What follows belongs to an exercise in optimizing a design on an open flow for small area, a short achievable clock period and few clock cycles; a production flow would make more cautious choices.
The RTL was checked by simulation tests, not by an equivalence proof against the original design.
Power and IR drop assume default switching activity.

build 13:
// sbmc_tick
module sbmc_tick #(
    parameter integer DT        = 100,
    parameter integer SCALE     = 1000,
    parameter integer N_AVG     = 4,
    parameter integer MASK_BITS = 0
) (
    input  wire        clk,
    input  wire        rst,
    input  wire [31:0] cfg_dist_target,
    input  wire [7:0]  cfg_n_ramp,
    input  wire [15:0] cfg_dwell_ticks,
    input  wire [7:0]  cfg_spd_op,
    input  wire [7:0]  cfg_spd_step,
    input  wire [15:0] cfg_cmd_stop,
    input  wire [15:0] cfg_cmd_rev,
    input  wire        run,
    input  wire        tick,
    input  wire        smp_valid,
    output wire        smp_ready,
    input  wire [55:0] smp_data,
    output wire        drv_valid,
    input  wire        drv_ready,
    output wire [15:0] drv_data,
    output wire        busy,
    output wire        running,
    output wire        fault,
    output wire [1:0]  phase,
    output wire [7:0]  ramp,
    output wire [15:0] dwell,
    output wire [31:0] acc,
    output wire [31:0] vel,
    output wire [31:0] distance
);
    localparam [1:0] PH_ACCEL  = 2'd0,
                     PH_CRUISE = 2'd1,
                     PH_REV    = 2'd2,
                     PH_STOP   = 2'd3;
    localparam [28:0] QO_ZERO = -29'sd21;    
    reg        run_q;
    reg        fault_q;
    reg [1:0]  phase_q;
    reg [7:0]  ramp_q;
    reg [15:0] dwell_q;
    reg [11:0] acc_q;         
    reg [31:0] vel_q;
    reg [31:0] dist_q;
    reg [28:0] qo_q;          
    reg [3:0]  r_q;           
    reg        pend_q;        
    reg        busy_q;
    reg        samp_q;        
    reg [1:0]  cnt_q;         
    reg        sb_q, sc_q, sd_q, se_q, sf_q;          
    reg        sd2_q, sd3_q, se2_q, se3_q;            
    reg        vovf_q, dovf_q;
    reg        spec_q;        
    reg        zero_q;        
  ...
Settings: LEC_CHECK=0, CAP_MARGIN=20, CORE_MARGIN=2, CORE_UTILIZATION=40, CTS_BUF_LIST=sky130_fd_sc_hd__clkbuf_4 sky130_fd_sc_hd__clkbuf_8, SLEW_MARGIN=20; clock period 10.0 ns.
standard.sh (not shown) runs the stock make flow with config.mk's settings and CLKGATE_MAP_FILE= SYNTH_SCRIPT=/design/flow/synth_recipe.tcl, a recipe that flattens the netlist after the stock synthesis.
==> flow/flow/run.sh <==
#!/bin/bash
set -euo pipefail
export SETUP_SLACK_MARGIN=6.7
export BUFFER_PORTS_ARGS="-buffer_cell sky130_fd_sc_hd__buf_2"
bash standard.sh > standard.log 2>&1
Testbench counts of build 13, summed over its fixed seeds: cycles 34,941.
Input changes introduced in build 1 (baseline for comparison: build 13):
--- a/flow/flow/run.sh
+++ b/flow/flow/run.sh
@@ -3 +3 @@
-export SETUP_SLACK_MARGIN=6.7
+export SETUP_SLACK_MARGIN=6.5
Worst hold slack after final layout sits lower in build 1 than in build 13. Of build 1 and build 13, build 1 shows the lower routed length on met2, with build 13 above it. Detail-routed net length per standard cell: build 1 and build 13 compared, higher one is build 13. In build 1, the clock period minus final worst setup slack came out 0.021 ns above the value in build 13. Area growth from synthesis to layout sits lower in build 1 than in build 13. In build 1, combined global-route utilization of all metal layers is lower than in build 13. Looking at build 1 and build 13, the placed cell count is a wash. Build 1 went all the way through the flow, and no timing, DRC or antenna check failed. Number of non-clock buffers in the layout | build 1 below build 13.
[inputs] build 89 vs build 1
- setting CTS_CLUSTER_DIAMETER to 70 for the first time
- setting CTS_CLUSTER_SIZE to 20 for the first time
--- a/flow/flow/run.sh
+++ b/flow/flow/run.sh
@@ -3 +3 @@
-export SETUP_SLACK_MARGIN=6.5
+export SETUP_SLACK_MARGIN=6.6
==> comparison <==
- Fmax ended up 2.8% higher on build 89 than on build 1.
- Sort build 1 and build 89 by clock network power share, ascending, and build 89 comes first.
- Mean routed wirelength per cell for build 89: about 0.4% down relative to build 1
- Of build 1 and build 89, the higher sequential share of power belongs to build 89.
- Total clock buffers created by CTS for build 89: 31 down relative to build 1
- [compare] base=build 1 new=build 89: sequential share of layout area saw an increase, final worst slack saw an increase.
### build 89 -> build 23
- CTS_CLUSTER_SIZE no longer set, was 20
- CTS_CLUSTER_DIAMETER no longer set, was 70
Notes after the runs:
- From build 89 to build 23, number of nets with antenna violations after routing did not move at all.
- Build 23 ends up with a final worst-path setup slack that is 0.0034 ns lower than in build 89.
- Looking at minimum clock period after layout, build 23 sits above build 89.
- Build 89 → build 23: cell area went up, number of flip-flops and latches did not really move.
- Between build 23 and build 89, total global routing track utilization is lower for build 89, build 23 comes in above that.
- Summary of build 23 over build 89: DRC marker count from the first detailed-route iteration decreased by 2.4% relative to the old numbers; post-route clock period utilization neither gained nor lost much; growth of design area from synthesis to finish climbed 2.6 points.


== indigo ==
sbmc_tick again, from the RTL that the note above started with.
==> flow/design.v (excerpt) <==
module sbmc_tick #(
    parameter integer DT        = 100,
    parameter integer SCALE     = 1000,
    parameter integer N_AVG     = 4,
    parameter integer MASK_BITS = 0
) (
    input  wire        clk,
    input  wire        rst,
    input  wire [31:0] cfg_dist_target,
    input  wire [7:0]  cfg_n_ramp,
    input  wire [15:0] cfg_dwell_ticks,
    input  wire [7:0]  cfg_spd_op,
    input  wire [7:0]  cfg_spd_step,
    input  wire [15:0] cfg_cmd_stop,
    input  wire [15:0] cfg_cmd_rev,
    input  wire        run,
    input  wire        tick,
    input  wire        smp_valid,
    output wire        smp_ready,
    input  wire [55:0] smp_data,
    output wire        drv_valid,
    input  wire        drv_ready,
    output wire [15:0] drv_data,
    output wire        busy,
    output wire        running,
    output wire        fault,
    output wire [1:0]  phase,
    output wire [7:0]  ramp,
    output wire [15:0] dwell,
    output wire [31:0] acc,
    output wire [31:0] vel,
    output wire [31:0] distance
);
clock: 10.0 ns
lec_check: 0
abc_area: 1
cap_margin: 20
core_margin: 2
core_utilization: 40
cts_buf_list: sky130_fd_sc_hd__clkbuf_4 sky130_fd_sc_hd__clkbuf_8
slew_margin: 20
==> flow/flow/run.sh <==
#!/bin/bash
set -euo pipefail
export SETUP_SLACK_MARGIN=6.6
export BUFFER_PORTS_ARGS="-buffer_cell sky130_fd_sc_hd__buf_2"
bash standard.sh > standard.log 2>&1
Testbench counts of indigo, summed over its fixed seeds: cycles 34,941.
--- input diff indigo..amber ---
Settings: removing ABC_AREA (formerly 1).
--- a/flow/flow/run.sh
+++ b/flow/flow/run.sh
@@ -3 +3 @@
-export SETUP_SLACK_MARGIN=6.6
+export SETUP_SLACK_MARGIN=7.0
### Flow results
Compared with indigo, in amber met1 track demand over resource has increased; multi-input gate area in the final layout has increased. Total power of amber is higher than that of indigo. amber vs. indigo: non-filler instance count after layout saw a decrease, worst hold slack went down by 0.028 ns, portion of total power attributed to the clock network dropped 0.7 points, multi-input combinational area share rose 0.21 points.
Input changes introduced in quartz (baseline for comparison: amber):
Settings: putting PLACE_DENSITY at 0.75 where nothing was set.
--- a/flow/flow/run.sh
+++ b/flow/flow/run.sh
@@ -3 +3 @@
-export SETUP_SLACK_MARGIN=7.0
+export SETUP_SLACK_MARGIN=6.6
## What came out
- Share of final-layout standard cells stronger than drive strength 1 in quartz vs amber: down 15 points
- Mean number of vias per cell, quartz and amber: lower on amber
- Fraction of the cycle the final worst path needs for quartz is higher than for amber.
- Taking amber as the reference, in quartz aggregate routed wire length lower; number of CTS-inserted buffers went down 1; final design instance area without fill -about 14%; worst endpoint required time went up by 0.02 ns.
- Count of cells along the worst hold path: amber vs quartz identical
[inputs] fjord vs quartz
Settings: an added CTS_CLUSTER_SIZE of 16; a deleted PLACE_DENSITY that had been 0.75; an added CTS_CLUSTER_DIAMETER of 80.
--- a/flow/flow/run.sh
+++ b/flow/flow/run.sh
@@ -3 +3 @@
-export SETUP_SLACK_MARGIN=6.6
+export SETUP_SLACK_MARGIN=6.75
### Flow results
Comparing fjord against quartz, there is no change at all in share of async-settable or async-resettable flops after synthesis.
On cell area: between fjord and quartz, it ends up higher for fjord.
Looking at heaviest power group, the registers result is from fjord; the clock one comes from quartz.
Part of the total power dissipated in combinational logic: fjord > quartz
Switching power: higher on quartz
Edits applied to the flow inputs when going from fjord to maple:
Settings: swapping 16 for 24 in CTS_CLUSTER_SIZE; swapping sky130_fd_sc_hd__clkbuf_4 sky130_fd_sc_hd__clkbuf_8 for sky130_fd_sc_hd__clkbuf_8 sky130_fd_sc_hd__clkbuf_16 in CTS_BUF_LIST; swapping 80 for 60 in CTS_CLUSTER_DIAMETER.
--- a/flow/flow/run.sh
+++ b/flow/flow/run.sh
@@ -3 +3 @@
-export SETUP_SLACK_MARGIN=6.75
+export SETUP_SLACK_MARGIN=6.6
--- outcome ---
Routed length on met2, maple and fjord, lower one = maple.
Relative to fjord, the total area of multi-input combinational cells of maple is lower by about 4.7%.
Area added between synthesis and finish in maple is 5.9 points lower than in fjord
Comparing clock tree cell share of total cell area for maple and fjord, the bigger number came from maple.
diff inputs: maple => garnet
Settings: CTS_CLUSTER_SIZE: 24 -> unset; CTS_CLUSTER_DIAMETER: 60 -> unset; CTS_BUF_LIST: sky130_fd_sc_hd__clkbuf_8 sky130_fd_sc_hd__clkbuf_16 -> sky130_fd_sc_hd__clkbuf_2 sky130_fd_sc_hd__clkbuf_4 sky130_fd_sc_hd__clkbuf_8.
--- outcome ---
- [compare] base=maple new=garnet: total buffers and inverters traversed by the critical path moved up, fraction of layout instances using a drive strength above 1 now larger.
- Looking at combinational power share, garnet sits above maple.
- Final wirelength on garnet is up relative to maple.
- Between garnet and maple, the post-route core utilization does not differ in any meaningful way.
- garnet and maple ended up with roughly the same number of enable-type register cells in the synthesized netlist.
- | worst stage delay on the critical path | garnet vs maple | 0.14 ns lower |
- ~same share of final layout cell area taken by clock buffers and inverters in garnet and maple

static timing again, ports no longer ideal:
Ports are ideal in the flow. The routed layouts listed here were re-timed in OpenROAD. Step 1 assumes that a clkbuf_16 drives the clock port and a buf_2 every other input. Step 2 moves the port delays by t, midway between the first and last clock arrival at a register: inputs arrive t later, outputs are due t later. That takes back most of the time a late clock gives input paths. Slacks: ideal / step 1 / step 2; pairs: ideal / step 1.
run | t, ns | setup slack, ns | slew at the worst register clock pin (ns) | cell pins on the clock port's net
build 13 | 0.700 | 6.421 / 6.443 / 5.743 | 0.07 / 0.07 | 1
build 1 | 0.720 | 6.400 / 6.420 / 5.700 | 0.06 / 0.06 | 1
build 89 | 0.691 | 6.500 / 6.524 / 5.834 | 0.12 / 0.12 | 1
build 23 | 0.696 | 6.497 / 6.515 / 5.819 | 0.07 / 0.07 | 1
indigo | 0.696 | 6.343 / 6.370 / 5.674 | 0.07 / 0.07 | 1
amber | 0.718 | 6.449 / 6.451 / 5.733 | 0.07 / 0.07 | 1
quartz | 0.705 | 6.357 / 6.356 / 5.651 | 0.07 / 0.07 | 1
fjord | 0.691 | 6.380 / 6.397 / 5.707 | 0.11 / 0.11 | 1
maple | 0.602 | 6.376 / 6.403 / 5.801 | 0.08 / 0.08 | 1
garnet | 0.696 | 6.497 / 6.515 / 5.819 | 0.07 / 0.07 | 1
After both steps every run listed still meets setup and hold. For amber, which loses most, drivers alone change the setup slack by +0.002 ns; drivers and shift together by -0.716 ns.
